Source: an optimization exercise on an open RTL-to-GDS flow (aim: small area, a short achievable clock period and few clock cycles). Production flows keep margins and buffers that such runs may drop.
Function was checked by simulation only, so behaviour that the tests miss may differ from the original.
Power figures rest on the tool's default switching activity, not on a simulated workload.

`flow/flow/run.sh`:
```
#!/bin/bash
# Layout flow: the standard flow (standard.sh, standard synthesis unchanged) with four
# changes to how the layout is made: the port buffers are buf_1 cells instead of delay
# buffers, the timing repair steps aim for 18.5 ns of setup slack at the design's period,
# clock tree synthesis clusters up to 18 flip-flops per leaf buffer and adds no dummy loads,
# and the repair after global routing estimates wires 20% heavier (flow/grt_rc.tcl).
# make's full output goes to flow.log; each ORFS step keeps its own log under orfs/logs.
set -uo pipefail
bash standard.sh BUFFER_PORTS_ARGS="-buffer_cell sky130_fd_sc_hd__buf_1" \
  SETUP_SLACK_MARGIN=18.5 \
  CTS_ARGS="-sink_clustering_enable -repair_clock_nets -sink_clustering_size 18 -sink_clustering_max_diameter 100 -dont_use_dummy_load" \
  PRE_GLOBAL_ROUTE_TCL="$PWD/flow/grt_rc.tcl" finish > flow.log 2>&1
```
`flow/flow/grt_rc.tcl`:
```
set_layer_rc -layer li1  -capacitance [expr 1.2 * 1.499e-04]   -resistance [expr 1.2 * 7.176e-02]
set_layer_rc -layer met1 -capacitance [expr 1.2 * 1.72375E-04] -resistance [expr 1.2 * 8.929e-04]
set_layer_rc -layer met2 -capacitance [expr 1.2 * 1.36233E-04] -resistance [expr 1.2 * 8.929e-04]
set_layer_rc -layer met3 -capacitance [expr 1.2 * 2.14962E-04] -resistance [expr 1.2 * 1.567e-04]
set_layer_rc -layer met4 -capacitance [expr 1.2 * 1.48128E-04] -resistance [expr 1.2 * 1.567e-04]
set_layer_rc -layer met5 -capacitance [expr 1.2 * 1.54087E-04] -resistance [expr 1.2 * 1.781e-05]
set_wire_rc -signal -layer met1
set_wire_rc -clock -layer met3
```
`flow/standard.sh`:
```
#!/bin/bash
# synth_recipe.tcl (not shown) runs the flow's synth.tcl, then flattens the netlist and writes it again
# the make line also repeats each setting of config.mk as NAME=value (left out here)
make -C /OpenROAD-flow-scripts/flow DESIGN_CONFIG=/design/flow/config.mk WORK_HOME=/design/flow/orfs CLKGATE_MAP_FILE= SYNTH_SCRIPT=/design/flow/synth_recipe.tcl "${@:-finish}"
```
`flow/config.mk`:
```
export PLATFORM = sky130hd
export DESIGN_NAME = cu_compensate
export DESIGN_NICKNAME = cu_compensate
export VERILOG_FILES = /design/flow/design.v
export SDC_FILE = /design/flow/constraint.sdc
export NUM_CORES = 8
export LEC_CHECK = 0
export CAP_MARGIN = 20
export CORE_MARGIN = 2
export CORE_UTILIZATION = 40
export SLEW_MARGIN = 20
```
`flow/constraint.sdc`:
```
create_clock -name core_clock -period 25.0 [get_ports {clk}]
set_input_delay 5.0000 -clock core_clock [delete_from_list [all_inputs] [get_ports {clk}]]
set_output_delay 5.0000 -clock core_clock [all_outputs]
set_load 0.01 [all_outputs]
```
`flow/design.v`:
```
module cu_booth_mul (
    input  wire [23:0] s,
    input  wire [17:0] m,
    input  wire        neg,
    input  wire [41:0] brow,
    input  wire [41:0] cn,        
    output wire [41:0] ps,
    output wire [41:0] pc
);
    wire [19:0] mx = {m[17], m, 1'b0};
    wire [24:0] s1 = {s[23], s};
    wire [24:0] s2 = {s, 1'b0};
    wire [41:0] row [0:10];
    reg  [41:0] nb;
    genvar i;
    generate
        for (i = 0; i < 9; i = i + 1) begin : g_row
            wire b2 = mx[2*i+2], b1 = mx[2*i+1], b0 = mx[2*i];
            wire one = b1 ^ b0;
            wire two = (b2 & ~b1 & ~b0) | (~b2 & b1 & b0);
            wire ng  = b2 ^ neg;
            wire [24:0] sel = one ? s1 : (two ? s2 : 25'd0);
            wire [24:0] r   = sel ^ {25{ng}};
            wire [24:0] u   = {~r[24], r[23:0]};
            assign row[i] = {17'd0, u} << (2*i);
        end
    endgenerate
    integer k;
    always @(*) begin
        nb = 42'd0;
        for (k = 0; k < 9; k = k + 1)
            nb[2*k] = mx[2*k+2] ^ neg;
    end
    assign row[9]  = nb | cn;
    assign row[10] = brow;
    function [83:0] csa;
        input [41:0] a, b, c;
        begin
            csa = {((a & b) | (a & c) | (b & c)) << 1, a ^ b ^ c};
        end
    endfunction
    wire [83:0] l1a = csa(row[0], row[1], row[2]);
    wire [83:0] l1b = csa(row[3], row[4], row[5]);
    wire [83:0] l1c = csa(row[6], row[7], row[8]);
    wire [83:0] l2a = csa(l1a[41:0], l1a[83:42], l1b[41:0]);
    wire [83:0] l2b = csa(l1b[83:42], l1c[41:0], l1c[83:42]);
    wire [83:0] l3a = csa(l2a[41:0], l2a[83:42], l2b[41:0]);
    wire [83:0] l3b = csa(l2b[83:42], row[9], row[10]);
    wire [83:0] l4a = csa(l3a[41:0], l3a[83:42], l3b[41:0]);
    wire [83:0] l5a = csa(l4a[41:0], l4a[83:42], l3b[83:42]);
    assign ps = l5a[41:0];
    assign pc = l5a[83:42];
endmodule
module cu_divstep (
    input  wire [34:0] r,
    input  wire [34:0] d,
    input  wire        f1,
    input  wire        f2,
    output wire        q1,
    output wire        q2,
    output wire        ge4,       
    output wire [34:0] r2
);
    wire [35:0] ya = {r, f1};
    wire [36:0] ta = {1'b0, ya} - {2'b00, d};
    assign q1 = ~ta[36];
    wire [34:0] ra = q1 ? ta[34:0] : ya[34:0];
    wire [35:0] yb = {ra, f2};
    wire [36:0] tb = {1'b0, yb} - {2'b00, d};
    assign q2 = ~tb[36];
    assign r2 = q2 ? tb[34:0] : yb[34:0];
    wire [35:0] t4 = {1'b0, r} - {1'b0, d};
    assign ge4 = ~t4[35];
endmodule
module cu_compensate (
    input  wire               clk,
    input  wire               rst,
    input  wire               start,
    input  wire        [15:0] cal_t1,      
    input  wire signed [15:0] cal_t2,
    input  wire signed [15:0] cal_t3,
    input  wire        [15:0] cal_p1,      
    input  wire signed [15:0] cal_p2,
    input  wire signed [15:0] cal_p3,
    input  wire signed [15:0] cal_p4,
    input  wire signed [15:0] cal_p5,
    input  wire signed [15:0] cal_p6,
    input  wire signed [15:0] cal_p7,
    input  wire signed [15:0] cal_p8,
    input  wire signed [15:0] cal_p9,
    input  wire        [19:0] adc_t,
    input  wire        [19:0] adc_p,
    output reg                done,
    output wire               err,         
    output wire        [31:0] temp,        
    output wire        [31:0] press_q8,    
    output wire        [24:0] press_pa     
);
    localparam W = 76;
    localparam [5:0] S_IDLE = 6'd0,  S_TA   = 6'd1,  S_TC   = 6'd2,  S_TB   = 6'd3,
                     S_TD   = 6'd4,  S_TDW  = 6'd5,  S_TF   = 6'd6,  S_TE   = 6'd7,
                     S_XS   = 6'd8,  S_XSW  = 6'd9,  S_ZS   = 6'd10, S_Y6   = 6'd11,
                     S_Y6W  = 6'd12, S_NS   = 6'd13, S_NSW  = 6'd14, S_MS   = 6'd15,
                     S_MSW  = 6'd16, S_DIVF = 6'd17, S_DSI  = 6'd18, S_DIVS = 6'd19,
                     S_DSCK = 6'd20, S_PAF  = 6'd21, S_PAFW = 6'd22, S_PAS0 = 6'd23,
                     S_PAS1 = 6'd24, S_PASW = 6'd25, S_PB   = 6'd26, S_PC   = 6'd27,
                     S_PE   = 6'd28, S_PEW  = 6'd29, S_DEGN = 6'd30, S_DNEG = 6'd31,
                     S_ERRX = 6'd32;
    localparam [3:0] C_T1 = 4'd0, C_T2 = 4'd1, C_T3 = 4'd2, C_P1 = 4'd3, C_P2 = 4'd4,
                     C_P3 = 4'd5, C_P4 = 4'd6, C_P5 = 4'd7, C_P6 = 4'd8, C_P7 = 4'd9,
                     C_P8 = 4'd10, C_P9 = 4'd11, C_AP = 4'd12;
    localparam [3:0] M_ZERO = 4'd0, M_CREG = 4'd1, M_CREG2 = 4'd2, M_ACC = 4'd3,
                     M_FIVE = 4'd4, M_SLO = 4'd5, M_VD = 4'd6, M_DD = 4'd7, M_VH = 4'd8;
    localparam [2:0] A_ZERO = 3'd0, A_ACC = 3'd1, A_DROP = 3'd2, A_TV1 = 3'd3, A_C1 = 3'd4,
                     A_N35 = 3'd5, A_ND = 3'd6;
    localparam [2:0] B_ZERO = 3'd0, B_B3 = 3'd1, B_S20 = 3'd2, B_S17 = 3'd3,
                     B_ONE = 3'd4, B_N14 = 3'd5, B_ND = 3'd6, B_S14 = 3'd7;
    localparam [3:0] K_NONE = 4'd0, K_TD = 4'd2, K_TE = 4'd3, K_XSL = 4'd4,
                     K_ZS0 = 4'd5, K_NS0 = 4'd6, K_NS1 = 4'd7, K_MS0 = 4'd8, K_PE = 4'd9,
                     K_XS0 = 4'd10;
    localparam [3:0] WB_NONE = 4'd0, WB_ACC = 4'd2, WB_SA2S = 4'd3, WB_PV1 = 4'd4,
                     WB_TC = 4'd5, WB_V = 4'd6, WB_XL = 4'd7, WB_ZL = 4'd8, WB_NL = 4'd9,
                     WB_ML = 4'd10, WB_D = 4'd11, WB_DCK = 4'd12, WB_ACK = 4'd13, WB_PCL = 4'd14,
                     WB_VW = 4'd15;
    localparam [41:0] K0 = (42'd1 << 24) + (42'd1 << 26) + (42'd1 << 28) + (42'd1 << 30) +
                           (42'd1 << 32) + (42'd1 << 34) + (42'd1 << 36) + (42'd1 << 38) +
                           (42'd1 << 40);
    localparam [41:0] CN0 = (42'd1 << 41) - K0 - (42'd1 << 35);
    reg  [5:0]   state;
    reg  [1:0]   j;           
    reg  [5:0]   cnt;         
    reg          pass2;       
    reg  [23:0]  S;
    reg  [19:0]  CREG;
    reg  [15:0]  BREG;
    reg  [W-1:0] ACC, V;
    reg  [53:0]  D;
    reg  [23:0]  TC;          
    reg          b3, sgnZ, sgnN, errr, errp;
    reg          D_slow;      
    reg          WV;          
    wire sgnQ = sgnN ^ sgnZ;
    wire [3:0] ev;
    assign ev[0] = (V[W-1:17] == {(W-17){V[W-1]}});
    assign ev[1] = (V[W-1:34] == {(W-34){V[W-1]}});
    assign ev[2] = (V[W-1:51] == {(W-51){V[W-1]}});
    assign ev[3] = (V[W-1:68] == {(W-68){V[W-1]}});
    wire [3:0] ed;
    assign ed[0] = (D[53:17] == {37{D[53]}});
    assign ed[1] = (D[53:34] == {20{D[53]}});
    assign ed[2] = (D[53:51] == {3{D[53]}});
    wire [3:0] ew;
    assign ew[0] = (V[W-1:51] == {(W-51){V[W-1]}});
    assign ew[1] = (V[W-1:68] == {(W-68){V[W-1]}});
    assign ew[2] = 1'b1;
    assign ew[3] = 1'b1;
    assign ed[3] = 1'b1;
    reg  [5:0]  state_n;
    reg  [1:0]  j_n;
    reg         pass2_n;
    reg  [1:0]  c_mneg;       
    reg         c_last;
    reg  [1:0]  c_off;
    reg  [2:0]  c_asel;
    reg  [2:0]  c_bsel;
    reg  [3:0]  c_k;
    reg  [3:0]  c_wb;
    wire        dneg_v;
    wire        dbig;         
    wire        q1, q2;
    reg  [5:0]  state_x;
    always @(*) state_n = (state == S_IDLE && start) ? S_TA : state_x;
    always @(*) begin
        state_x = state; j_n = j; pass2_n = pass2;
        case (state)
            S_IDLE: ;
            S_TA:   state_x = S_TC;
            S_TC:   state_x = S_TB;
            S_TB:   state_x = S_TD;
            S_TD:   state_x = S_TDW;
            S_TDW:  state_x = S_TF;
            S_TF:   state_x = S_Y6;
            S_Y6:   begin state_x = S_XS; j_n = 2'd0; end
            S_XS:   begin j_n = j + 2'd1; if (c_last) begin j_n = 2'd0; state_x = S_NS; end end
            S_NS:   begin j_n = j + 2'd1; if (c_last) begin j_n = 2'd0; state_x = S_ZS; end end
            S_ZS:   begin j_n = j + 2'd1; if (c_last) begin j_n = 2'd0; state_x = S_MS; end end
            S_MS:   begin j_n = j + 2'd1; if (c_last) begin j_n = 2'd0; state_x = S_MSW; end end
            S_MSW:  state_x = (D == 54'd0) ? S_DEGN : S_DIVF;
            S_DIVF: begin
                j_n = (cnt == 6'd15) ? 2'd1 : 2'd0; pass2_n = 1'b0;
                if (cnt == 6'd0 && dneg_v)  state_x = S_DNEG;
                else if (cnt == 6'd0 && dbig) state_x = S_DSI;
                else if (cnt == 6'd16) begin
                    if (c_last) state_x = S_PC;
                    else begin state_x = S_PB; j_n = 2'd2; end
                end
            end
            S_DSI:  state_x = S_DIVS;
            S_DIVS: if (cnt == 6'd37) state_x = S_DSCK;
            S_DSCK: state_x = (V[W-1:53] != {(W-53){1'b0}}) ? S_ERRX : S_PAS0;
            S_PAF:  begin state_x = S_PAFW; j_n = 2'd0; pass2_n = 1'b0; end
            S_PAFW: state_x = S_PB;
            S_PAS0: state_x = S_PAS1;
            S_PAS1: begin state_x = S_PASW; j_n = 2'd0; pass2_n = 1'b0; end
            S_PASW: state_x = S_PB;
            S_PB: begin
                j_n = j + 2'd1;
                if (c_last) begin
                    j_n = 2'd0;
                    if (D_slow && !pass2) pass2_n = 1'b1;
                    else                  state_x = S_PC;
                end
            end
            S_PC:   begin j_n = j + 2'd1; if (c_last) begin j_n = 2'd0; state_x = S_PE; end end
            S_PE:   state_x = S_PEW;
            S_DNEG: state_x = S_PAF;
            default: state_x = S_IDLE;    
        endcase
    end
    reg  [3:0]  n_msel;
    reg         n_vxor;
    reg  [1:0]  n_mneg;
    reg         n_last;
    reg  [1:0]  n_off;
    reg  [2:0]  n_asel;
    reg  [2:0]  n_bsel;
    reg  [3:0]  n_k;
    reg  [3:0]  n_wb;
    wire        evn = ev[j_n];
    wire [5:0]  state_d = (state == S_DIVF) ? ((cnt == 6'd11) ? S_PAF :
                                               (cnt == 6'd14) ? S_PB :
                                               (cnt == 6'd15) ? S_PB :
                                               (cnt == 6'd16) ? state_x : S_DIVF) : state_x;
    wire        wvn = WV | (state == S_DIVF);
    wire        edn = wvn ? ew[j_n] : ed[j_n];
    always @(*) begin
        n_msel = M_ZERO; n_vxor = 1'b0; n_mneg = 2'd0; n_last = 1'b0;
        n_off = 2'd0; n_asel = A_ZERO; n_bsel = B_ZERO; n_k = K_NONE; n_wb = WB_NONE;
        case (state_d)
            S_TC: begin n_msel = M_SLO; n_wb = WB_SA2S; end                     
            S_TB: begin n_msel = M_CREG; n_bsel = B_B3; n_wb = WB_ACC; end        
            S_TD: begin n_msel = M_CREG; n_asel = A_TV1; n_k = K_TD; n_wb = WB_PV1; end
            S_TF: begin n_msel = M_CREG; n_bsel = B_S20; n_wb = WB_D; end         
            S_Y6: begin n_msel = M_CREG; n_bsel = B_S17; n_wb = WB_V; end         
            S_XS: begin
                n_msel = M_DD; n_last = (j_n != 2'd0) && edn; n_off = j_n;
                n_asel = (j_n == 2'd0) ? A_ZERO : A_ACC;
                n_k = (j_n == 2'd0) ? K_XS0 : K_NONE;           
                n_wb = n_last ? WB_XL : WB_ACC;
            end
            S_ZS: begin
                n_msel = M_DD; n_mneg = {1'b0, sgnZ}; n_last = j_n[1] && edn;
                n_off = (j_n == 2'd3) ? 2'd1 : 2'd0;
                n_asel = (j_n == 2'd0) ? A_ZERO : (j_n == 2'd3) ? A_ACC : A_DROP;
                n_k = (j_n == 2'd0) ? K_ZS0 : K_NONE;
                n_wb = n_last ? WB_D : WB_ACC;
            end
            S_MSW: begin n_msel = M_FIVE; n_k = K_TE; n_wb = WB_TC; end          
            S_NS: begin
                n_msel = M_VD; n_mneg = 2'd1; n_last = (j_n != 2'd0) && evn; n_off = j_n;
                n_asel = (j_n == 2'd0) ? A_N35 : A_ACC;
                n_bsel = (j_n == 2'd1) ? B_N14 : B_ZERO;
                n_k = (j_n == 2'd0) ? K_NS0 : (j_n == 2'd1) ? K_NS1 : K_NONE;
                n_wb = n_last ? WB_NL : WB_ACC;
            end
            S_MS: begin
                n_msel = M_VD;
                n_mneg = {1'b0, sgnN}; n_last = (j_n != 2'd0) && evn; n_off = j_n;
                n_asel = (j_n != 2'd0) ? A_ACC : sgnQ ? A_ND : A_ZERO;
                n_k = (j_n == 2'd0) ? K_MS0 : K_NONE;
                n_wb = n_last ? WB_ML : WB_ACC;
            end
            S_PAF:  begin n_msel = M_CREG; n_wb = (state == S_DIVF) ? WB_VW : WB_D; end
            S_PAS0: begin n_msel = M_CREG; n_wb = WB_ACC; end
            S_PAS1: begin n_msel = M_CREG; n_off = 2'd1; n_asel = A_ACC; n_wb = WB_DCK; end
            S_PB: begin
                n_msel = wvn ? M_VD : M_DD;                   
                if (pass2_n) begin
                    n_off = j_n; n_asel = A_ACC; n_last = edn;
                end else begin
                    n_off = (j_n == 2'd0) ? 2'd0 : j_n - 2'd1;
                    n_asel = (j_n == 2'd0) ? A_ZERO : (j_n == 2'd1) ? A_DROP : A_ACC;
                    n_last = (j_n != 2'd0) && edn;
                end
                n_wb = (n_last && (pass2_n || !D_slow)) ? WB_ACK : WB_ACC;
            end
            S_PC: begin
                n_msel = M_VD; n_vxor = 1'b1;
                n_off = (j_n == 2'd0) ? 2'd0 : j_n - 2'd1;
                n_asel = (j_n == 2'd0) ? A_C1 : (j_n == 2'd1) ? A_DROP : A_ACC;
                n_bsel = (j_n == 2'd1) ? B_S14 : B_ZERO;
                n_last = (j_n != 2'd0) && (WV ? (j_n == 2'd1) : evn);    
                n_wb = n_last ? WB_PCL : WB_ACC;
            end
            S_PE: begin n_asel = A_ACC; n_k = K_PE; n_wb = WB_ACC; end
            default: ;
        endcase
    end
    always @(posedge clk) begin
        c_mneg <= n_mneg; c_last <= n_last;
        c_off <= n_off; c_asel <= n_asel; c_bsel <= n_bsel; c_k <= n_k;
        if (rst) c_wb <= WB_NONE;
        else     c_wb <= n_wb;
    end
    wire last = c_last;
    wire mneg = c_mneg[0];
    reg  [4:0]  jv;           
    reg         vpc;          
    reg  [8:0]  mv;           
    reg         vxr;          
    always @(posedge clk) begin
        jv  <= 5'd1 << ({1'b0, j_n} + ((state_d == S_PB && wvn) ? 3'd2 : 3'd0));
        vpc <= n_vxor;
        mv  <= 9'd1 << n_msel;
        vxr <= n_vxor & sgnQ;
    end
    wire [16:0] vdig0 = ({17{jv[0]}} & V[16:0])  | ({17{jv[1]}} & V[33:17])
                      | ({17{jv[2]}} & V[50:34]) | ({17{jv[3]}} & V[67:51])
                      | ({17{jv[4]}} & {{9{V[W-1]}}, V[W-1:68]});
    wire        vsgn0 = (jv[0] & V[17]) | (jv[1] & V[34]) | (jv[2] & V[51]) | (jv[3] & V[68])
                      | (jv[4] & V[W-1]);
    wire [16:0] vdig = vdig0 ^ {17{vxr}};
    wire        vsgn = (WV & vpc) ? vxr : (vsgn0 ^ vxr);   
    wire [16:0] ddig = ({17{jv[0]}} & D[16:0])  | ({17{jv[1]}} & D[33:17])
                     | ({17{jv[2]}} & D[50:34]) | ({17{jv[3]}} & {{14{D[53]}}, D[53:51]});
    wire        dsgn = (jv[0] & D[17]) | (jv[1] & D[34]) | (jv[2] & D[51]) | (jv[3] & D[53]);
    wire [17:0] M = ({18{mv[M_CREG]}}  & CREG[17:0])
                  | ({18{mv[M_FIVE]}}  & 18'd5)
                  | ({18{mv[M_SLO]}}   & S[21:4])           
                  | ({18{mv[M_VD]}}    & {last & vsgn, vdig})
                  | ({18{mv[M_DD]}}    & {last & dsgn, ddig});
    wire [35:0] cr_s = {{16{CREG[19]}}, CREG};
    wire [35:0] br_s = {{20{BREG[15]}}, BREG};
    wire [35:0] cr_z = {16'd0, CREG};
    reg  [35:0] bb;
    always @(*) begin
        case (c_bsel)
            B_B3:  bb = b3 ? cr_s << 3 : 36'd0;
            B_S20: bb = br_s << 20;
            B_S17: bb = br_s << 17;
            B_N14: bb = ~(cr_z << 14);                       
            B_S14: bb = cr_s << 14;
            default: bb = 36'd0;
        endcase
    end
    wire [41:0] brow = {6'd0, ~bb[35], bb[34:0]};           
    reg  [41:0] cn;
    always @(*) begin
        case (c_k)
            K_TD:    cn = CN0 - (42'd128000 << 14);
            K_NS0:   cn = CN0 + (42'd1 << 17) + (42'd1 << 35);    
            K_NS1:   cn = CN0 + (42'd1 << 34);                   
            K_PE:    cn = CN0 + (42'd1 << 17);
            default: cn = CN0;
        endcase
    end
    wire [41:0] Ps, Pc;
    cu_booth_mul u_mul (.s(S), .m(M), .neg(mneg), .brow(brow), .cn(cn), .ps(Ps), .pc(Pc));
    reg [41:0] PSR, PCR;
    reg [3:0]  off2;          
    reg [6:0]  asel2;         
    reg        ahi2;          
    reg [3:0]  wb2;
    reg [3:0]  k2;
    always @(posedge clk) begin
        PSR   <= Ps;
        PCR   <= Pc;
        off2  <= 4'd1 << c_off;
        asel2 <= 7'd1 << c_asel;
        ahi2  <= (c_asel == A_ACC) | (c_asel == A_TV1);
        k2    <= c_k;
        if (rst) wb2 <= WB_NONE;
        else     wb2 <= c_wb;
    end
    wire [41:0] PSRs = {~PSR[41], PSR[40:0]};                  
    wire [W-1:0] Psp = ({W{off2[0]}} & {{34{~PSR[41]}}, PSRs})
                     | ({W{off2[1]}} & {{17{~PSR[41]}}, PSRs, 17'd0})
                     | ({W{off2[2]}} & {PSRs, 34'd0})
                     | ({W{off2[3]}} & {PSRs[24:0], 51'd0});
    wire [W-1:0] Pcp = ({W{off2[0]}} & {34'd0, PCR})
                     | ({W{off2[1]}} & {17'd0, PCR, 17'd0})
                     | ({W{off2[2]}} & {PCR, 34'd0})
                     | ({W{off2[3]}} & {PCR[24:0], 51'd0});
    reg  [W-1:0] ka;
    always @(*) begin
        case (k2)
            K_TE:  ka = 76'd640128;
            K_XS0: ka = 76'd1 << 55;
            K_ZS0: ka = sgnZ ? (76'd1 << 34) - 76'd1 : 76'd0;
            K_MS0: ka = {75'd0, sgnQ};
            default: ka = 76'd0;
        endcase
    end
    wire [W-1:0] Aterm = ({W{ahi2}}          & {ACC[W-1:14], 14'd0})
                       | ({W{asel2[A_ACC]}}  & {{(W-14){1'b0}}, ACC[13:0]})
                       | ({W{asel2[A_DROP]}} & {{17{ACC[W-1]}}, ACC[W-1:17]})
                       | ({W{asel2[A_C1]}}   & {ACC[W-12:8], 19'd0})
                       | ({W{asel2[A_N35]}}  & ({{(W-16){BREG[15]}}, BREG} << 35))      
                       | ({W{asel2[A_ND]}}   & ~{{(W-42){1'b0}}, D[41:0]})               
                       | ka;
    wire [W-1:0] T = Psp + Pcp + Aterm;
    wire Asame41 = (ACC[W-1:41] == {(W-41){ACC[W-1]}});
    wire Asame62 = (ACC[W-1:62] == {(W-62){ACC[W-1]}});
    reg  chk41, chk63;        
    reg         dfast;        
    always @(posedge clk) dfast <= (state_n == S_DIVF);
    wire        f1 = dfast ? V[33] : V[W-1];
    wire        f2 = dfast ? V[32] : V[W-2];
    wire [34:0] r2;
    assign dneg_v = V[W-1];
    wire        ge4;
    cu_divstep u_div (.r(ACC[34:0]), .d(D[34:0]), .f1(f1), .f2(f2), .q1(q1), .q2(q2), .ge4(ge4),
                      .r2(r2));
    assign dbig = ge4 | (ACC[37:35] != 3'd0);
    reg [3:0]  csel;
    reg        cload;
    reg [19:0] cin;
    always @(*) begin
        case (csel)
            C_T1: cin = {4'd0, cal_t1};
            C_T2: cin = {{4{cal_t2[15]}}, cal_t2};
            C_T3: cin = {{4{cal_t3[15]}}, cal_t3};
            C_P1: cin = {4'd0, cal_p1};
            C_P2: cin = {{4{cal_p2[15]}}, cal_p2};
            C_P3: cin = {{4{cal_p3[15]}}, cal_p3};
            C_P4: cin = ~{{4{cal_p4[15]}}, cal_p4};                 
            C_P5: cin = {{4{cal_p5[15]}}, cal_p5};
            C_P6: cin = {{4{cal_p6[15]}}, cal_p6};
            C_P7: cin = {{4{cal_p7[15]}}, cal_p7};
            C_P8: cin = {{4{cal_p8[15]}}, cal_p8};
            C_P9: cin = {{4{cal_p9[15]}}, cal_p9};
            default: cin = adc_p;
        endcase
    end
    always @(*) begin
        csel = C_T1; cload = 1'b0;
        case (state)
            S_IDLE: begin csel = C_T1; cload = start; end
            S_TA:   begin csel = C_T2; cload = 1'b1; end
            S_TB:   begin csel = C_T3; cload = 1'b1; end
            S_TD:   begin csel = C_P2; cload = 1'b1; end
            S_TDW:  begin csel = C_P3; cload = 1'b1; end
            S_TF:   begin csel = C_P6; cload = 1'b1; end       
            S_XS:   begin csel = C_P4; cload = last; end
            S_NS:   begin csel = (j == 2'd0) ? C_AP : C_P9; cload = (j == 2'd0) | last; end
            S_PAF:  begin csel = C_P8; cload = 1'b1; end
            S_DIVF: begin
                csel = (cnt == 6'd16) ? C_P7 : C_P8;
                cload = (cnt == 6'd12) | (cnt == 6'd16 && last);
            end
            S_PAS1: begin csel = C_P8; cload = 1'b1; end
            S_PB:   begin csel = C_P7; cload = last & (pass2 | ~D_slow); end
            default: ;
        endcase
    end
    wire [W-1:0] Vsx = V ^ {W{sgnQ}};                
    wire [23:0]  ph_lo = {7'd0, Vsx[29:13]};
    wire [23:0]  ph_hi = Vsx[53:30];
    wire [16:0]  a_sub = {1'b0, S[15:0]} - {1'b0, CREG[15:0]};     
    always @(posedge clk) begin
        if (cload) begin
            CREG <= cin;
            BREG <= (state == S_TF) ? cal_p5 : CREG[15:0];
        end
        state <= rst ? S_IDLE : state_n;
        j     <= j_n;
        pass2 <= pass2_n;
        chk41 <= ~rst & (wb2 == WB_DCK);
        chk63 <= ~rst & (wb2 == WB_ACK);
        if (rst) begin
            done  <= 1'b0;
            sgnZ  <= 1'b0;            
            sgnN  <= 1'b0;
        end else begin
            done <= 1'b0;
            if ((chk41 && !Asame41) || (chk63 && !Asame62)) errp <= 1'b1;
            case (state)
                S_IDLE: if (start) begin
                    S  <= {8'd0, adc_t[19:4]};
                    b3 <= adc_t[3];
                    errp <= 1'b0;
                    WV <= 1'b0;
                end
                S_TA: S <= {{3{a_sub[16]}}, a_sub, 4'd0};        
                S_NS: if (last) S <= {7'd0, cal_p1, 1'b0};                 
                S_ZS: if (last) S <= 24'd3125;
                S_MS: if (last) S <= TC;                         
                S_MSW: cnt <= 6'd0;
                S_DIVF: begin
                    cnt <= cnt + 6'd1;
                    if (cnt == 6'd16 && last)                       
                        S <= {4'd0, ~CREG[15], {3{CREG[15]}}, CREG[15:0]};
                    if (!(cnt == 6'd0 && (dneg_v || dbig))) begin
                        if (cnt != 6'd16) ACC <= {{(W-35){1'b0}}, r2};
                        V[33:0] <= {V[31:0], q1, q2};
                        if (cnt == 6'd0) V[W-1:34] <= {(W-34){1'b0}};
                        if (cnt == 6'd11) begin
                            S <= {3'b000, V[21:1]} ^ {24{sgnQ}};
                            D_slow <= 1'b0;
                            WV <= 1'b1;
                        end
                    end
                end
                S_DSI: begin
                    ACC <= {W{1'b0}};
                    cnt <= 6'd0;
                end
                S_DIVS: begin
                    ACC <= {{(W-35){1'b0}}, r2};
                    V <= {V[W-3:0], q1, q2};
                    cnt <= cnt + 6'd1;
                end
                S_DSCK: begin
                    S <= ph_lo;
                    D_slow <= 1'b1;
                    WV <= 1'b0;
                end
                S_PAS0: S <= ph_hi;
                S_PAS1: S <= ph_lo;
                S_PB: if (last) begin
                    if (D_slow && !pass2) S <= ph_hi;
                    else S <= {4'd0, ~CREG[15], {3{CREG[15]}}, CREG[15:0]};    
                end
                S_PEW: begin
                    errr <= errp | (V[W-1:42] != {(W-42){1'b0}});
                    done <= 1'b1;
                end
                S_DEGN: begin
                    ACC <= {W{1'b0}};
                    V <= {W{1'b0}};
                    errr <= 1'b0;
                    done <= 1'b1;
                end
                S_DNEG: begin
                    V <= {W{1'b1}};                       
                    S <= 24'd0;
                    D_slow <= 1'b0;
                    WV <= 1'b0;
                end
                S_ERRX: begin
                    errr <= 1'b1;
                    done <= 1'b1;
                end
                default: ;
            endcase
            case (wb2)
                WB_ACC:  ACC <= T;
                WB_SA2S: S <= T[39:16];                           
                WB_PV1: begin
                    S <= T[37:14];
                    TC <= T[37:14];
                end
                WB_TC:   TC <= {6'd0, T[25:8]};
                WB_V:    V <= T;
                WB_XL: begin
                    ACC <= T;
                    D <= T[61:8];                                 
                    sgnZ <= T[W-1];
                end
                WB_NL: begin
                    ACC <= T;
                    V <= T;
                    sgnN <= T[W-1];
                end
                WB_ML: begin
                    V <= T;
                    ACC <= {{34{T[W-1]}}, T[W-1:34]};
                end
                WB_D:    D <= {{12{T[41]}}, T[41:0]};
                WB_VW:   V[W-1:34] <= T[41:0];
                WB_DCK: begin
                    D <= {{12{T[41]}}, T[41:0]};
                    ACC <= T;
                end
                WB_ACK:  ACC <= T;
                WB_PCL: begin
                    ACC <= T;
                    V <= T;
                end
                default: ;
            endcase
        end
    end
    assign err      = errr;
    assign temp     = {{14{TC[17]}}, TC[17:0]};
    assign press_q8 = V[41:10];
    assign press_pa = ACC[42:18];
endmodule
```
==> results of run 1 <==
through the flow:
stage	utilization [%]	instance area [um^2]	hold WS (ns)	setup slack, ns	std cells
after floorplan	-	49700	0.366	17.93	5776
after global placement	42.4	52300	0.419	17.10	7395
after detailed placement	42.4	52400	0.420	17.10	7396
after CTS	44.1	54400	0.441	18.39	7512
after global routing	45.4	56100	0.450	17.75	7613
final	45.5	56100	0.438	18.32	7641
how the worst max path moves through the flow:
stage / end / slack [ns] / from / cells past startpoint
after floorplan: ACC[0]$_DFFE_PP_ / 17.93 / rst / 3
after global placement: ACC[20]$_DFFE_PP_ / 17.10 / V[75]$_DFFE_PP_ / 27
after detailed placement: ACC[20]$_DFFE_PP_ / 17.10 / V[75]$_DFFE_PP_ / 27
after CTS: ACC[32]$_DFFE_PP_ / 18.39 / V[75]$_DFFE_PP_ / 28
after global routing: ACC[4]$_DFFE_PP_ / 17.75 / V[75]$_DFFE_PP_ / 28
final: ACC[29]$_DFFE_PP_ / 18.32 / V[75]$_DFFE_PP_ / 29
sequential cells by signal, summed over array words and instances, names as in the netlist, 3 cells and up:
| name | count |
|---|---|
| ACC | 76 |
| V | 76 |
| D | 54 |
| PSR | 42 |
| PCR | 40 |
| S | 24 |
| TC | 24 |
| CREG | 20 |
| BREG | 16 |
| cnt | 6 |
| state | 6 |
| asel2 | 5 |
| jv | 5 |
| mv | 5 |
| c_k | 4 |
| c_wb | 4 |
| k2 | 4 |
| off2 | 4 |
| wb2 | 4 |
| c_asel | 3 |
| c_bsel | 3 |
critical path: cells and delay by family, from the launching register on:
family	cells	cell delay [ns]
AO/OA/AOI/OAI	12	2.66
buffers and inverters	6	0.75
adder cells (fa/ha/maj)	3	0.87
AND/OR/NAND/NOR	5	0.84
multiplexers	3	0.76
flip-flops	1	0.44
power by group:
group	switching, W	internal (W)
registers	0.000145	0.000969
logic	0.00323	0.00157
clock network	0.000296	0.000242
final cells by class:
cell class	instances	area share (%)
Antenna cell	33	0.147
Clock buffer	34	1.52
Inverter	397	2.67
Multi-Input combinational cell	4426	63.2
Sequential cell	446	21.3
Tap cell	1637	3.65
Timing Repair Buffer	668	7.52
Yosys cell counts, types with 64 or more instances:
library cell  instances  area share [%]
clkbuf_1            372             2.8
ha_1                284             7.2
mux2i_1              64             1.3
a221o_1              67             1.4
a222oi_1             89             1.8
o221ai_1             65             1.1
buf_4                91             1.4
edfxtp_1            301              18
xor2_1              206             3.6
a21o_1              106             1.6
nand3_1             143             1.4
xnor2_1             280             4.9
nand2_1             560             4.2
dfxtp_1             145             5.8
a22oi_1             300             4.5
nor3_1               78            0.79
inv_1               395             3.0
o211ai_1             67             1.0
fa_1                273              11
a21oi_1             330             3.3
o21ai_0             390             3.9
nor2_1              241             1.8
a22o_1               71             1.3
what timing repair did:
action                                  in CTS  in global routing
gates cloned                                 6                  3
endpoints found under the setup margin     239                249
buffers inserted                            76                 86
pin swaps                                   31                 49
resized for setup                           85                141
metal layers:
metal	vias up	GRT usage (%)
met5	-	0.333
li1	21500	-
met2	4420	57.5
met4	22	26.2
met1	25000	49.1
met3	1016	14.2
cells by family (layout without fill, tap and decap cells):
family / Yosys count / count (layout) / synth area share [%]
and+or+nand+nor: 1388 / 1393 / 13.3
buffers and inverters: 909 / 1099 / 7.64
muxes: 76 / 76 / 1.56
xor gates and xnor gates: 486 / 486 / 8.58
other: 0 / 33 / 0
AOI/OAI and AO/OA: 1914 / 1914 / 26.7
DFF: 446 / 446 / 24.1
adders and majority gates: 557 / 557 / 18.2
cell usage in the layout, fill, tap and decap left out, types with 42 or more instances in the layout:
cell,netlist,routed
nand2_1,560,554
inv_1,395,392
o21ai_0,390,377
a21oi_1,330,316
buf_1,30,316
buf_4,91,305
edfxtp_1,301,301
a22oi_1,300,300
ha_1,284,274
fa_1,273,271
xnor2_1,280,253
nor2_1,241,237
xor2_1,206,174
nand3_1,143,138
dfxtp_1,145,134
a21o_1,106,106
a222oi_1,89,89
a22o_1,71,71
nor3_1,78,69
o211ai_1,67,67
a221o_1,67,67
o22ai_1,58,58
nand4_1,57,57
o221ai_1,65,56
a221oi_1,58,55
mux2i_1,64,51
and2_1,45,45
nand2b_1,43,42
==> results.sh, run 1 <==
export IMPL_crit_slowest_cell="edfxtp_1"
export IMPL_detail_route_vias_per_cell=6.80
export IMPL_totalWireLength_um=262000
export IMPL_clock_sinks=446
export IMPL_fillerInstances=12200
export IMPL_postRouteAntennaNets=0
export IMPL_worstSetupPathType="reg -> reg"
export IMPL_synth_ff_type="edfxtp_1"
export IMPL_grt_pass1_wl_um=360000
export IMPL_die_area_um2=127000
export IMPL_dp_hpwl_um=196000
export IMPL_slew_headroom_pct=16.5
export IMPL_die_w_um=356
export IMPL_grt_max_degree=84
export IMPL_min_delay_path_class="reg -> reg"
export IMPL_max_stage_delay_ns=0.44
export IMPL_power_density_nw_per_um2=115
export IMPL_die_h_um=356
export IMPL_netlist_area_um2=49600
export IMPL_cp_start_kind="flop"
export IMPL_final_max_slew_viol_count=0
export IMPL_drt_met1_wl_um=94200
export IMPL_drive_above_1_share_pct=10.8
export IMPL_fin_crit_ns=6.68
export IMPL_hold_viol=0
export IMPL_drt_pass1_iter_count=14
export IMPL_setup_violations=0
export IMPL_ys_ff_latch=446
export IMPL_tns_ns=0
export IMPL_cts_htree_levels=2
export IMPL_peakVddDrop_mv=0.167
export IMPL_cp_end_kind="flop"
export IMPL_clk_latency_ns=0.69
export IMPL_antenna_found_initial=37
export IMPL_multi_input_area_um2=35500
export IMPL_route_met3_wl_um=37700
export IMPL_initial_utilization_pct=40.2
export IMPL_globalplace_congestion=1.08
export IMPL_crit_fanout=6
export IMPL_min_to="wb2[1]$_SDFF_PP0_"
export IMPL_ys_seq_area_share_pct=24.1
export IMPL_cts_root_buf="clkbuf_16"
export IMPL_synth_nets=6568
export IMPL_yosys_warnings=2
export IMPL_synth_edf_count=301
export IMPL_ios=326
export IMPL_syn_to_final_growth_pct=13.1
export IMPL_ctsHoldBuffers=0
export IMPL_timing_final_crit_share_pct=26.7
export IMPL_cts_buffers=34
export IMPL_r2r_slack_ns=18.32
export IMPL_cp_required_ns=25.36
export IMPL_grt_pass1_vias=47500
export IMPL_worst_endpoint_arrival_ns=7.04
export IMPL_reg2reg_to="ACC[29]$_DFFE_PP_"
export IMPL_hp_start="c_wb[1]$_SDFF_PP0_"
export IMPL_drt_iter0_drc=8917
export IMPL_maxCapViolCount=0
export IMPL_hold_path_depth=1
export IMPL_worstMarginPinSlew_ns=1.25
export IMPL_power_total_w=0.00645
export IMPL_fmax_mhz=150
export IMPL_cts_buffer_depth=3
export IMPL_reg2reg_depth=29
export IMPL_num_vias=51900
export IMPL_place_port_buffers=322
export IMPL_grt_overflow_total=0
export IMPL_syn_inst=5776
export IMPL_rsz0062_at_grt="yes"
export IMPL_skew_ns=0.129
export IMPL_synth_area_per_cell_um2=8.59
export IMPL_async_reset_ff_share_pct=0
export IMPL_coreArea_um2=123000
export IMPL_wl_met2_um=107000
export IMPL_num_rows=129
export IMPL_power_leakage_nw=22.4
export IMPL_num_nets_final=6765
export IMPL_clkTransAtPathRegs_ns=0.09
export IMPL_synth_distinct_cells=98
export IMPL_routed_top_layer="met5"
export IMPL_cts_tree="built"
export IMPL_remaining_drc_errors=0
export IMPL_status="complete, no violations"
export IMPL_grt_util_all_layers_pct=39.5
export IMPL_regToRegStartpoint="V[75]$_DFFE_PP_"
export IMPL_seq_area_um2=12000
export IMPL_wl_per_cell_um=34.3
Testbench counts, summed over its fixed seeds: cycles 15,744.
==> run 2: changes to the inputs <==
--- a/flow/design.v
+++ b/flow/design.v
@@ -402,10 +402,13 @@
     wire Asame41 = (ACC[W-1:41] == {(W-41){ACC[W-1]}});
     wire Asame62 = (ACC[W-1:62] == {(W-62){ACC[W-1]}});
     reg  chk41, chk63;        
-    reg         dfast;        
-    always @(posedge clk) dfast <= (state_n == S_DIVF);
-    wire        f1 = dfast ? V[33] : V[W-1];
-    wire        f2 = dfast ? V[32] : V[W-2];
+    reg  [1:0]  fr;
+    always @(posedge clk)
+        fr <= (state == S_MSW)  ? T[33:32] :           
+              (state == S_DIVF) ? V[31:30] :           
+              (state == S_DSI)  ? V[W-1:W-2] : V[W-3:W-4];
+    wire        f1 = fr[1];
+    wire        f2 = fr[0];
     wire [34:0] r2;
     assign dneg_v = V[W-1];
     wire        ge4;
==> run 2 against run 1 <==
Compared with the run above:
- synthesized cell count shrank 0.35%
- setup slack gained 0.24 ns
- clock skew shrank 0.033 ns
- register-to-register slack gained 0.24 ns
==> results.sh, run 2 <==
export IMPL_crit_fanout=7
export IMPL_grt_overflow_total=0
export IMPL_die_area_um2=127000
export IMPL_final_max_slew_viol_count=0
export IMPL_cts_buffer_depth=3
export IMPL_detail_route_vias_per_cell=6.80
export IMPL_rsz0062_at_grt="yes"
export IMPL_grt_pass1_vias=47200
export IMPL_synth_edf_count=301
export IMPL_peakVddDrop_mv=0.166
export IMPL_coreArea_um2=124000
export IMPL_num_nets_final=6768
export IMPL_synth_top_area_share_pct=18.2
export IMPL_die_w_um=357
export IMPL_reg2reg_depth=18
export IMPL_clkTransAtPathRegs_ns=0.09
export IMPL_initial_utilization_pct=40.2
export IMPL_setup_violations=0
export IMPL_skew_ns=0.0968
export IMPL_power_density_nw_per_um2=111
export IMPL_syn_to_final_growth_pct=13.2
export IMPL_power_total_w=0.00628
export IMPL_dp_hpwl_um=187000
export IMPL_cts_buffers=34
export IMPL_cp_start_kind="flop"
export IMPL_drive_above_1_share_pct=12.2
export IMPL_grt_util_all_layers_pct=38.4
export IMPL_reg2reg_to="S[23]$_DFFE_PP_"
export IMPL_cp_required_ns=25.31
export IMPL_pre_cts_slack_ns=17.07
export IMPL_fmax_mhz=155
export IMPL_maxCapViolCount=0
export IMPL_mostFrequentLayoutCell="nand2_1"
export IMPL_clk_latency_ns=0.64
export IMPL_power_leakage_nw=22.5
export IMPL_ys_ff_latch=447
export IMPL_cts_htree_levels=2
export IMPL_async_reset_ff_share_pct=0
export IMPL_antenna_found_initial=31
export IMPL_cts_tree="built"
export IMPL_synth_most_common_cell="nand2_1"
export IMPL_setup_ws_ns=18.55
export IMPL_syn_inst=5756
export IMPL_yosys_warnings=2
export IMPL_grt_pass1_wl_um=352000
export IMPL_synthTopCellsByArea="edfxtp_1 (18%), fa_1 (11%), ha_1 (7.1%), dfxtp_1 (5.9%), xnor2_1 (4.6%)"
export IMPL_hold_viol=0
export IMPL_worst_endpoint_arrival_ns=6.76
export IMPL_r2r_slack_ns=18.55
export IMPL_place_port_buffers=322
export IMPL_regToRegStartpoint="ACC[23]$_DFFE_PP_"
export IMPL_cts_root_buf="clkbuf_16"
export IMPL_num_vias=52000
export IMPL_fin_crit_ns=6.45
export IMPL_hold_ws_ns=0.459
export IMPL_drt_iter0_drc=9167
export IMPL_die_h_um=357
export IMPL_yosysTopAreaCell="edfxtp_1"
export IMPL_synth_distinct_cells=124
export IMPL_tns_ns=0
export IMPL_reg_top3="ACC: 76 flops, V: 76 flops, D: 54 flops"
export IMPL_startpoint="ACC[23]$_DFFE_PP_"
export IMPL_ios=326
export IMPL_cp_end_kind="flop"
export IMPL_num_rows=129
export IMPL_worstMarginPinSlew_ns=1.07
export IMPL_postRouteAntennaNets=0
export IMPL_worstSetupPathType="reg -> reg"
export IMPL_final_cell_mix="nand2_1 (601), inv_1 (377), o21ai_0 (359)"
export IMPL_ys_seq_area_share_pct=24.0
export IMPL_grt_max_degree=84
export IMPL_drt_pass1_iter_count=12
export IMPL_crit_end="S[23]$_DFFE_PP_"
export IMPL_status="complete, no violations"
export IMPL_synth_ff_type="edfxtp_1"
export IMPL_remaining_drc_errors=0
export IMPL_timing_final_crit_share_pct=25.8
export IMPL_synth_common_cells="nand2_1 (607), inv_1 (390), o21ai_0 (370)"
export IMPL_min_delay_path_class="reg -> reg"
export IMPL_totalWireLength_um=256000
export IMPL_netlist_area_um2=49800
export IMPL_clock_sinks=447
export IMPL_slew_headroom_pct=28.4
export IMPL_synth_nets=6548
export IMPL_wl_per_cell_um=33.5
export IMPL_globalplace_congestion=1.05
export IMPL_synth_area_per_cell_um2=8.64
[run 2: critical path, cell delays in order (launching register included)]
cell and delay [ns]:
edfxtp_1 0.53, buf_4 0.23, buf_4 0.20, a222oi_1 0.65, and2_1 0.30, fa_1 0.41
inv_1 0.07, ha_1 0.28, a21o_1 0.23, or3_1 0.35, o21ai_2 0.24, o311ai_1 0.19
a2111oi_1 0.83, o31a_1 0.29, o21ba_2 0.26, xor2_4 0.65, o22ai_1 0.16, a21oi_1 0.15
nand2_1 0.07
[run 2: cell type report]
class,count,area [um^2]
sequential,447,12000
timing repair buffer,691,4390
fill,12200,67300
antenna,32,80.1
multi-input combinational,4409,35500
inverter,393,1500
tap,1637,2050
clock buffer,34,851
[run 2: cells by family (layout without fill, tap and decap cells)]
family / count (synthesis) / in the layout / synth area share, %
mux: 78 / 78 / 1.63
compound gates: 1852 / 1852 / 26.2
fa+ha+maj: 557 / 557 / 18.1
flops: 447 / 447 / 24.0
simple gates: 1428 / 1429 / 13.6
other cells: 0 / 32 / 0
xor+xnor: 490 / 493 / 8.64
buf+inv: 904 / 1118 / 7.79
[run 2: per-layer routing]
layer  wire length, um  global-route usage [%]  vias to the layer above
met5                80                       0                        -
met1             91000                    48.0                    24900
met3             36700                    12.5                     1053
met4             21900                    26.3                       14
li1                  -                       -                    21500
met2            107000                    56.1                     4503
[run 2: how the worst min path moves through the flow]
stage                              startpoint                  to  slack [ns]  depth (start not counted)
after floorplan             c_k[3]$_SDFF_PN0_       k2[3]$_DFF_P_        0.35                          0
after global placement     c_wb[1]$_SDFF_PP0_   wb2[1]$_SDFF_PP0_        0.42                          1
after detailed placement  c_off[1]$_SDFF_PN0_  off2[0]$_SDFF_PP0_        0.44                          1
after CTS                 c_off[1]$_SDFF_PN0_  off2[0]$_SDFF_PP0_        0.45                          1
after global routing       c_wb[1]$_SDFF_PP0_   wb2[1]$_SDFF_PP0_        0.50                          1
final                     c_off[1]$_SDFF_PN0_  off2[0]$_SDFF_PP0_        0.46                          1
[run 2: metrics by stage]
stage	cells	instance area (um^2)	util (%)
final	7643	56300	45.6
after global placement	7382	52500	42.4
after CTS	7462	54100	43.7
after global routing	7614	56300	45.5
after floorplan	5756	49800	-
after detailed placement	7382	52500	42.4
[run 2: report_power, final]
| part | switching, W | internal (W) |
|---|---|---|
| sequential | 0.000151 | 0.000965 |
| clock | 0.000290 | 0.000242 |
| combinational | 0.00313 | 0.00149 |
[run 2: timing repair]
action | 4_1_cts | 5_1_grt
cloned | 8 | 7
pin swaps | 16 | 50
gates resized for setup | 57 | 168
hold buffers | 0 | 0
buffers inserted | 38 | 133
endpoints found under the hold margin | 0 | 0
setup endpoints to repair | 153 | 278
Testbench counts of run 2, summed over its fixed seeds: cycles 15,744.

-- static timing again, ports no longer ideal --
In the flow no input, the clock included, has a driving cell. The finished layouts below were timed again as built, in two steps.
Step 1: set_driving_cell puts a clkbuf_16 on clk and a buf_2 on each other input, an assumption about the parent block.
Step 2 also shifts input and output timing later by t, the mid clock arrival at the registers, as if the neighbouring blocks saw the same clock.
a / b / c = no drivers / after step 1 / after step 2; a / b = the first two.
run | shift t [ns] | slack for setup (ns) | latest minus earliest clock arrival (ns)
run 1 | 0.700 | 18.315 / 18.315 / 18.013 | 0.129 / 0.129
run 2 | 0.660 | 18.552 / 18.493 / 18.017 | 0.097 / 0.097
After both steps setup and hold are still met in every run listed. The setup slack of run 2, which loses most, moves by -0.059 ns with the drivers and by -0.535 ns with both steps.
